Source: an optimization exercise on an open RTL-to-GDS flow (aim: small area, a short achievable clock period and few clock cycles). Production flows keep margins and buffers that such runs may drop. Function was checked by simulation only, so behaviour that the tests miss may differ from the original.

==> job 7309: inputs <==
## lamos_tone_detector
module lamos_tone_detector (
    input  wire        clk,
    input  wire        rst,
    input  wire        cmd_valid,
    output wire        cmd_ready,
    input  wire        cmd_op,        
    input  wire [15:0] cmd_sample,
    input  wire [4:0]  cmd_bin0,
    input  wire [4:0]  cmd_bin1,
    input  wire [7:0]  cmd_theta,     
    output reg         res_valid,
    output reg  [1:0]  res_det,
    output reg  [20:0] res_mag0,
    output reg  [20:0] res_mag1
);
Settings: LEC_CHECK=0, CAP_MARGIN=20, CORE_MARGIN=2, CORE_UTILIZATION=50, PLACE_DENSITY=0.65, SLEW_MARGIN=20; clock period 12.0 ns.
run.sh (not shown) runs the stock make flow with config.mk's settings and CLKGATE_MAP_FILE= SYNTH_SCRIPT=/design/flow/synth_recipe.tcl, a recipe that flattens the netlist after the stock synthesis.
==> job 5828 (differences from job 7309) <==
--- a/flow/design.v
+++ b/flow/design.v
@@ -307,30 +307,16 @@
     wire signed [20:0] y8 = (c == 4'd15) ? (s0 + s16) : (s8 - s24);
     wire signed [16:0] y9 = s9 - s25;
     wire signed [17:0] y10 = s10 - s26;
     wire signed [16:0] y11 = s11 - s27;
     wire signed [18:0] y12 = s12 - s28;
     wire signed [16:0] y13 = s13 - s29;
     wire signed [17:0] y14 = s14 - s30;
     wire signed [16:0] y15 = s15 - s31;
-    wire signed [17:0] dd1 = y1 - y15;
-    wire signed [17:0] ee1 = y7 + y9;
-    wire signed [18:0] dd2 = y2 - y14;
-    wire signed [18:0] ee2 = y6 + y10;
-    wire signed [17:0] dd3 = y3 - y13;
-    wire signed [17:0] ee3 = y5 + y11;
-    wire signed [19:0] dd4 = y4 - y12;
-    wire signed [19:0] ee4 = y4 + y12;
-    wire signed [17:0] dd5 = y5 - y11;
-    wire signed [17:0] ee5 = y3 + y13;
-    wire signed [18:0] dd6 = y6 - y10;
-    wire signed [18:0] ee6 = y2 + y14;
-    wire signed [17:0] dd7 = y7 - y9;
-    wire signed [17:0] ee7 = y1 + y15;
     reg [4:0] ka, kb;
     always @* begin
         case (c)
             4'd0: begin ka = 5'd1; kb = 5'd31; end
             4'd1: begin ka = 5'd11; kb = 5'd21; end
             4'd2: begin ka = 5'd25; kb = 5'd7; end
             4'd3: begin ka = 5'd19; kb = 5'd13; end
             4'd4: begin ka = 5'd17; kb = 5'd15; end
@@ -343,16 +329,68 @@
             4'd11: begin ka = 5'd18; kb = 5'd14; end
             4'd12: begin ka = 5'd4; kb = 5'd28; end
             4'd13: begin ka = 5'd12; kb = 5'd20; end
             4'd14: begin ka = 5'd24; kb = 5'd8; end
             4'd15: begin ka = 5'd16; kb = 5'd0; end
             default: begin ka = 5'd0; kb = 5'd0; end
         endcase
     end
+    reg v0; reg [3:0] c0; reg [3:0] f0;
+    reg signed [20:0] q_yy0;
+    reg signed [16:0] q_yy1;
+    reg signed [17:0] q_yy2;
+    reg signed [16:0] q_yy3;
+    reg signed [18:0] q_yy4;
+    reg signed [16:0] q_yy5;
+    reg signed [17:0] q_yy6;
+    reg signed [16:0] q_yy7;
+    reg signed [20:0] q_yy8;
+    reg signed [16:0] q_yy9;
+    reg signed [17:0] q_yy10;
+    reg signed [16:0] q_yy11;
+    reg signed [18:0] q_yy12;
+    reg signed [16:0] q_yy13;
+    reg signed [17:0] q_yy14;
+    reg signed [16:0] q_yy15;
+    always @(posedge clk) begin
+        v0 <= run & ~rst;
+        c0 <= c;
+        f0 <= {kb == eb1, ka == eb1, kb == eb0, ka == eb0};
+        q_yy0 <= y0;
+        q_yy1 <= y1;
+        q_yy2 <= y2;
+        q_yy3 <= y3;
+        q_yy4 <= y4;
+        q_yy5 <= y5;
+        q_yy6 <= y6;
+        q_yy7 <= y7;
+        q_yy8 <= y8;
+        q_yy9 <= y9;
+        q_yy10 <= y10;
+        q_yy11 <= y11;
+        q_yy12 <= y12;
+        q_yy13 <= y13;
+        q_yy14 <= y14;
+        q_yy15 <= y15;
+    end
+    wire signed [17:0] dd1 = q_yy1 - q_yy15;
+    wire signed [17:0] ee1 = q_yy7 + q_yy9;
+    wire signed [18:0] dd2 = q_yy2 - q_yy14;
+    wire signed [18:0] ee2 = q_yy6 + q_yy10;
+    wire signed [17:0] dd3 = q_yy3 - q_yy13;
+    wire signed [17:0] ee3 = q_yy5 + q_yy11;
+    wire signed [19:0] dd4 = q_yy4 - q_yy12;
+    wire signed [19:0] ee4 = q_yy4 + q_yy12;
+    wire signed [17:0] dd5 = q_yy5 - q_yy11;
+    wire signed [17:0] ee5 = q_yy3 + q_yy13;
+    wire signed [18:0] dd6 = q_yy6 - q_yy10;
+    wire signed [18:0] ee6 = q_yy2 + q_yy14;
+    wire signed [17:0] dd7 = q_yy7 - q_yy9;
+    wire signed [17:0] ee7 = q_yy1 + q_yy15;
     reg v1; reg [3:0] c1; reg [3:0] f1;
     reg signed [20:0] q_y0, q_y8;
     reg signed [17:0] q_d1;
     reg signed [17:0] q_e1;
     reg signed [18:0] q_d2;
     reg signed [18:0] q_e2;
     reg signed [17:0] q_d3;
     reg signed [17:0] q_e3;
@@ -360,20 +398,20 @@
     reg signed [19:0] q_e4;
     reg signed [17:0] q_d5;
     reg signed [17:0] q_e5;
     reg signed [18:0] q_d6;
     reg signed [18:0] q_e6;
     reg signed [17:0] q_d7;
     reg signed [17:0] q_e7;
     always @(posedge clk) begin
-        v1 <= run & ~rst;
-        c1 <= c;
-        f1 <= {kb == eb1, ka == eb1, kb == eb0, ka == eb0};
-        q_y0 <= y0; q_y8 <= y8;
+        v1 <= v0 & ~rst;
+        c1 <= c0;
+        f1 <= f0;
+        q_y0 <= q_yy0; q_y8 <= q_yy8;
         q_d1 <= dd1; q_e1 <= ee1;
         q_d2 <= dd2; q_e2 <= ee2;
         q_d3 <= dd3; q_e3 <= ee3;
         q_d4 <= dd4; q_e4 <= ee4;
         q_d5 <= dd5; q_e5 <= ee5;
         q_d6 <= dd6; q_e6 <= ee6;
         q_d7 <= dd7; q_e7 <= ee7;
     end
@@ -7565,30 +7603,38 @@
     always @(posedge clk) begin
         sqb_s8_q <= sqb_10_q; sqb_s8_r <= sqb_10_r;
     end
     wire [20:0] mag_b = sqb_s8_q;
     wire [21:0] rem_b = sqb_s8_r;
     reg vs [0:8]; reg [3:0] cs [0:8]; reg [3:0] fs [0:8];
     always @(posedge clk) begin
         vs[0] <= v4 & ~rst; cs[0] <= c4; fs[0] <= f4;
-        fin_go <= vs[7] & ~rst & (cs[7] == 4'd15);
+        fin_go <= vs[8] & ~rst & (cs[8] == 4'd15);
         for (i = 1; i < 9; i = i + 1) begin
             vs[i] <= vs[i-1] & ~rst; cs[i] <= cs[i-1]; fs[i] <= fs[i-1];
         end
     end
     wire vq = vs[8]; wire [3:0] cq = cs[8]; wire [3:0] fq = fs[8];
+    reg vq2; reg [3:0] cq2; reg hit0, hit1;
+    reg [21:0] msum; reg [22:0] rsum; reg [20:0] sel0, sel1;
+    always @(posedge clk) begin
+        vq2 <= vq & ~rst; cq2 <= cq;
+        msum <= mag_a + mag_b; rsum <= rem_a + rem_b;
+        hit0 <= fq[0] | fq[1]; sel0 <= fq[0] ? mag_a : mag_b;
+        hit1 <= fq[2] | fq[3]; sel1 <= fq[2] ? mag_a : mag_b;
+    end
     reg [25:0] as1; reg [27:0] sr; reg [20:0] a0, a1;
-    wire [25:0] s1_new = ((cq == 4'd0) ? 26'd0 : as1) + mag_a + mag_b;
-    wire [27:0] sr_new = ((cq == 4'd0) ? 28'd0 : sr) + rem_a + rem_b;
-    wire [20:0] a0_new = fq[0] ? mag_a : (fq[1] ? mag_b : a0);
-    wire [20:0] a1_new = fq[2] ? mag_a : (fq[3] ? mag_b : a1);
+    wire [25:0] s1_new = ((cq2 == 4'd0) ? 26'd0 : as1) + msum;
+    wire [27:0] sr_new = ((cq2 == 4'd0) ? 28'd0 : sr) + rsum;
+    wire [20:0] a0_new = hit0 ? sel0 : a0;
+    wire [20:0] a1_new = hit1 ? sel1 : a1;
     reg fin_go;                           
     always @(posedge clk) begin
-        if (vq) begin as1 <= s1_new; sr <= sr_new; a0 <= a0_new; a1 <= a1_new; end
+        if (vq2) begin as1 <= s1_new; sr <= sr_new; a0 <= a0_new; a1 <= a1_new; end
     end
     reg        fact;
     reg  [3:0] fs_;
     reg [25:0] fs1;
     reg [20:0] fa0, fa1;
     reg [15:0] th2;
     reg [66:0] R;             
     reg signed [26:0] lr;
==> flow/config.mk (replaced) <==
export PLATFORM = sky130hd
export DESIGN_NAME = lamos_tone_detector
export DESIGN_NICKNAME = lamos_tone_detector
export VERILOG_FILES = /design/flow/design.v
export SDC_FILE = /design/flow/constraint.sdc
export NUM_CORES = 4
export LEC_CHECK = 0
export CAP_MARGIN = 20
export CORE_MARGIN = 2
export CORE_UTILIZATION = 60
export PLACE_DENSITY = 0.75
export SLEW_MARGIN = 20
==> job 5752 (differences from job 7309) <==
--- a/flow/design.v
+++ b/flow/design.v
@@ -307,30 +307,16 @@
     wire signed [20:0] y8 = (c == 4'd15) ? (s0 + s16) : (s8 - s24);
     wire signed [16:0] y9 = s9 - s25;
     wire signed [17:0] y10 = s10 - s26;
     wire signed [16:0] y11 = s11 - s27;
     wire signed [18:0] y12 = s12 - s28;
     wire signed [16:0] y13 = s13 - s29;
     wire signed [17:0] y14 = s14 - s30;
     wire signed [16:0] y15 = s15 - s31;
-    wire signed [17:0] dd1 = y1 - y15;
-    wire signed [17:0] ee1 = y7 + y9;
-    wire signed [18:0] dd2 = y2 - y14;
-    wire signed [18:0] ee2 = y6 + y10;
-    wire signed [17:0] dd3 = y3 - y13;
-    wire signed [17:0] ee3 = y5 + y11;
-    wire signed [19:0] dd4 = y4 - y12;
-    wire signed [19:0] ee4 = y4 + y12;
-    wire signed [17:0] dd5 = y5 - y11;
-    wire signed [17:0] ee5 = y3 + y13;
-    wire signed [18:0] dd6 = y6 - y10;
-    wire signed [18:0] ee6 = y2 + y14;
-    wire signed [17:0] dd7 = y7 - y9;
-    wire signed [17:0] ee7 = y1 + y15;
     reg [4:0] ka, kb;
     always @* begin
         case (c)
             4'd0: begin ka = 5'd1; kb = 5'd31; end
             4'd1: begin ka = 5'd11; kb = 5'd21; end
             4'd2: begin ka = 5'd25; kb = 5'd7; end
             4'd3: begin ka = 5'd19; kb = 5'd13; end
             4'd4: begin ka = 5'd17; kb = 5'd15; end
@@ -343,16 +329,68 @@
             4'd11: begin ka = 5'd18; kb = 5'd14; end
             4'd12: begin ka = 5'd4; kb = 5'd28; end
             4'd13: begin ka = 5'd12; kb = 5'd20; end
             4'd14: begin ka = 5'd24; kb = 5'd8; end
             4'd15: begin ka = 5'd16; kb = 5'd0; end
             default: begin ka = 5'd0; kb = 5'd0; end
         endcase
     end
+    reg v0; reg [3:0] c0; reg [3:0] f0;
+    reg signed [20:0] q_yy0;
+    reg signed [16:0] q_yy1;
+    reg signed [17:0] q_yy2;
+    reg signed [16:0] q_yy3;
+    reg signed [18:0] q_yy4;
+    reg signed [16:0] q_yy5;
+    reg signed [17:0] q_yy6;
+    reg signed [16:0] q_yy7;
+    reg signed [20:0] q_yy8;
+    reg signed [16:0] q_yy9;
+    reg signed [17:0] q_yy10;
+    reg signed [16:0] q_yy11;
+    reg signed [18:0] q_yy12;
+    reg signed [16:0] q_yy13;
+    reg signed [17:0] q_yy14;
+    reg signed [16:0] q_yy15;
+    always @(posedge clk) begin
+        v0 <= run & ~rst;
+        c0 <= c;
+        f0 <= {kb == eb1, ka == eb1, kb == eb0, ka == eb0};
+        q_yy0 <= y0;
+        q_yy1 <= y1;
+        q_yy2 <= y2;
+        q_yy3 <= y3;
+        q_yy4 <= y4;
+        q_yy5 <= y5;
+        q_yy6 <= y6;
+        q_yy7 <= y7;
+        q_yy8 <= y8;
+        q_yy9 <= y9;
+        q_yy10 <= y10;
+        q_yy11 <= y11;
+        q_yy12 <= y12;
+        q_yy13 <= y13;
+        q_yy14 <= y14;
+        q_yy15 <= y15;
+    end
+    wire signed [17:0] dd1 = q_yy1 - q_yy15;
+    wire signed [17:0] ee1 = q_yy7 + q_yy9;
+    wire signed [18:0] dd2 = q_yy2 - q_yy14;
+    wire signed [18:0] ee2 = q_yy6 + q_yy10;
+    wire signed [17:0] dd3 = q_yy3 - q_yy13;
+    wire signed [17:0] ee3 = q_yy5 + q_yy11;
+    wire signed [19:0] dd4 = q_yy4 - q_yy12;
+    wire signed [19:0] ee4 = q_yy4 + q_yy12;
+    wire signed [17:0] dd5 = q_yy5 - q_yy11;
+    wire signed [17:0] ee5 = q_yy3 + q_yy13;
+    wire signed [18:0] dd6 = q_yy6 - q_yy10;
+    wire signed [18:0] ee6 = q_yy2 + q_yy14;
+    wire signed [17:0] dd7 = q_yy7 - q_yy9;
+    wire signed [17:0] ee7 = q_yy1 + q_yy15;
     reg v1; reg [3:0] c1; reg [3:0] f1;
     reg signed [20:0] q_y0, q_y8;
     reg signed [17:0] q_d1;
     reg signed [17:0] q_e1;
     reg signed [18:0] q_d2;
     reg signed [18:0] q_e2;
     reg signed [17:0] q_d3;
     reg signed [17:0] q_e3;
@@ -360,20 +398,20 @@
     reg signed [19:0] q_e4;
     reg signed [17:0] q_d5;
     reg signed [17:0] q_e5;
     reg signed [18:0] q_d6;
     reg signed [18:0] q_e6;
     reg signed [17:0] q_d7;
     reg signed [17:0] q_e7;
     always @(posedge clk) begin
-        v1 <= run & ~rst;
-        c1 <= c;
-        f1 <= {kb == eb1, ka == eb1, kb == eb0, ka == eb0};
-        q_y0 <= y0; q_y8 <= y8;
+        v1 <= v0 & ~rst;
+        c1 <= c0;
+        f1 <= f0;
+        q_y0 <= q_yy0; q_y8 <= q_yy8;
         q_d1 <= dd1; q_e1 <= ee1;
         q_d2 <= dd2; q_e2 <= ee2;
         q_d3 <= dd3; q_e3 <= ee3;
         q_d4 <= dd4; q_e4 <= ee4;
         q_d5 <= dd5; q_e5 <= ee5;
         q_d6 <= dd6; q_e6 <= ee6;
         q_d7 <= dd7; q_e7 <= ee7;
     end
@@ -7565,30 +7603,38 @@
     always @(posedge clk) begin
         sqb_s8_q <= sqb_10_q; sqb_s8_r <= sqb_10_r;
     end
     wire [20:0] mag_b = sqb_s8_q;
     wire [21:0] rem_b = sqb_s8_r;
     reg vs [0:8]; reg [3:0] cs [0:8]; reg [3:0] fs [0:8];
     always @(posedge clk) begin
         vs[0] <= v4 & ~rst; cs[0] <= c4; fs[0] <= f4;
-        fin_go <= vs[7] & ~rst & (cs[7] == 4'd15);
+        fin_go <= vs[8] & ~rst & (cs[8] == 4'd15);
         for (i = 1; i < 9; i = i + 1) begin
             vs[i] <= vs[i-1] & ~rst; cs[i] <= cs[i-1]; fs[i] <= fs[i-1];
         end
     end
     wire vq = vs[8]; wire [3:0] cq = cs[8]; wire [3:0] fq = fs[8];
+    reg vq2; reg [3:0] cq2; reg hit0, hit1;
+    reg [21:0] msum; reg [22:0] rsum; reg [20:0] sel0, sel1;
+    always @(posedge clk) begin
+        vq2 <= vq & ~rst; cq2 <= cq;
+        msum <= mag_a + mag_b; rsum <= rem_a + rem_b;
+        hit0 <= fq[0] | fq[1]; sel0 <= fq[0] ? mag_a : mag_b;
+        hit1 <= fq[2] | fq[3]; sel1 <= fq[2] ? mag_a : mag_b;
+    end
     reg [25:0] as1; reg [27:0] sr; reg [20:0] a0, a1;
-    wire [25:0] s1_new = ((cq == 4'd0) ? 26'd0 : as1) + mag_a + mag_b;
-    wire [27:0] sr_new = ((cq == 4'd0) ? 28'd0 : sr) + rem_a + rem_b;
-    wire [20:0] a0_new = fq[0] ? mag_a : (fq[1] ? mag_b : a0);
-    wire [20:0] a1_new = fq[2] ? mag_a : (fq[3] ? mag_b : a1);
+    wire [25:0] s1_new = ((cq2 == 4'd0) ? 26'd0 : as1) + msum;
+    wire [27:0] sr_new = ((cq2 == 4'd0) ? 28'd0 : sr) + rsum;
+    wire [20:0] a0_new = hit0 ? sel0 : a0;
+    wire [20:0] a1_new = hit1 ? sel1 : a1;
     reg fin_go;                           
     always @(posedge clk) begin
-        if (vq) begin as1 <= s1_new; sr <= sr_new; a0 <= a0_new; a1 <= a1_new; end
+        if (vq2) begin as1 <= s1_new; sr <= sr_new; a0 <= a0_new; a1 <= a1_new; end
     end
     reg        fact;
     reg  [3:0] fs_;
     reg [25:0] fs1;
     reg [20:0] fa0, fa1;
     reg [15:0] th2;
     reg [66:0] R;             
     reg signed [26:0] lr;
==> flow/config.mk (replaced) <==
export PLATFORM = sky130hd
export DESIGN_NAME = lamos_tone_detector
export DESIGN_NICKNAME = lamos_tone_detector
export VERILOG_FILES = /design/flow/design.v
export SDC_FILE = /design/flow/constraint.sdc
export NUM_CORES = 4
export LEC_CHECK = 0
export CAP_MARGIN = 20
export CORE_MARGIN = 2
export CORE_UTILIZATION = 65
export PLACE_DENSITY = 0.8
export SLEW_MARGIN = 20
==> results.txt <==
Run status: job 7309 complete, no violations; job 5828 complete, no violations; job 5752 complete, no violations
Number of standard cells in the layout, taps in and fillers out: job 7309 34164; job 5828 34263; job 5752 33917
Overall via count from detail_route: job 7309 190471; job 5828 200938; job 5752 202590
Average footprint of a synthesized cell: job 7309 9.26 um2; job 5828 9.32 um2; job 5752 9.32 um2
Arrival time of the worst setup path: job 7309 6.91 ns; job 5828 6.15 ns; job 5752 5.90 ns
Wl on met1: job 7309 345 mm; job 5828 344 mm; job 5752 325 mm
Layout net count: job 7309 31757; job 5828 32756; job 5752 32723
Instance count of the mapped netlist: job 7309 27305; job 5828 28235; job 5752 28235
Layout clock buffer count: job 7309 518; job 5828 559; job 5752 553
Antenna violations before repair: job 7309 53; job 5828 92; job 5752 110
Clock latency reported for the late side of the worst-skew pair: job 7309 1.09 ns; job 5828 1.04 ns; job 5752 1.03 ns
Via-to-Cell Ratio: job 7309 5.58; job 5828 5.86; job 5752 5.97
Layout clock area frac: job 7309 5.12%; job 5828 5.19%; job 5752 5.09%
Share of cell area taken by flip-flops and latches: job 7309 28.0%; job 5828 29.7%; job 5752 29.8%
Total number of tap cells: job 7309 6706; job 5828 5757; job 5752 5405
Worst setup timing slack at the placement stage: job 7309 6.25 ns; job 5828 6.81 ns; job 5752 6.87 ns
Sequential fraction of the synthesis area: job 7309 30.4%; job 5828 32.1%; job 5752 32.1%
Worst path slowest cell: job 7309 sky130_fd_sc_hd__o21ai_0; job 5828 sky130_fd_sc_hd__dfxtp_1; job 5752 sky130_fd_sc_hd__a2111oi_2
Iter 0 DRT Violations: job 7309 15699; job 5828 17646; job 5752 20030
Row cnt: job 7309 261; job 5828 243; job 5752 233
Combined area of the multi-input logic cells: job 7309 0.158 mm2; job 5828 0.160 mm2; job 5752 0.160 mm2
Worst relative slew slack: job 7309 9.02%; job 5828 10.9%; job 5752 4.33%
Testbench counts of job 7309, summed over its fixed seeds: cycles 2,384.
Testbench counts of job 5828, summed over its fixed seeds: cycles 2,400.
Testbench counts of job 5752, summed over its fixed seeds: cycles 2,400.

-- afterwards: timing with drivers on the ports --
The results above use ideal ports. As a check the final layouts listed here were re-extracted and re-timed, cells and wires unchanged. Step 1 (the two cells are an assumption about what drives the block):
set clk [get_ports {clk}]
set_driving_cell -lib_cell sky130_fd_sc_hd__clkbuf_16 $clk
set_driving_cell -lib_cell sky130_fd_sc_hd__buf_2 [delete_from_list [all_inputs] $clk]
Step 2 moves the port delays by t, midway between the first and last clock arrival at a register: inputs arrive t later, outputs are due t later. That takes back most of the time a late clock gives input paths. Slacks: ideal ports / drivers / drivers and shift; pairs: ideal ports / drivers.
| run | t, ns | setup slack, ns | worst setup path at the end | slew at the worst register clock pin (ns) |
|---|---|---|---|---|
| job 7309 | 1.183 | 6.052 / 6.052 / 6.052 | register to register | 0.08 / 0.08 |
| job 5828 | 1.141 | 6.719 / 6.719 / 6.719 | register to register | 0.07 / 0.07 |
| job 5752 | 1.134 | 6.840 / 6.840 / 6.840 | register to register | 0.08 / 0.08 |
After both steps every run listed still meets setup and hold.
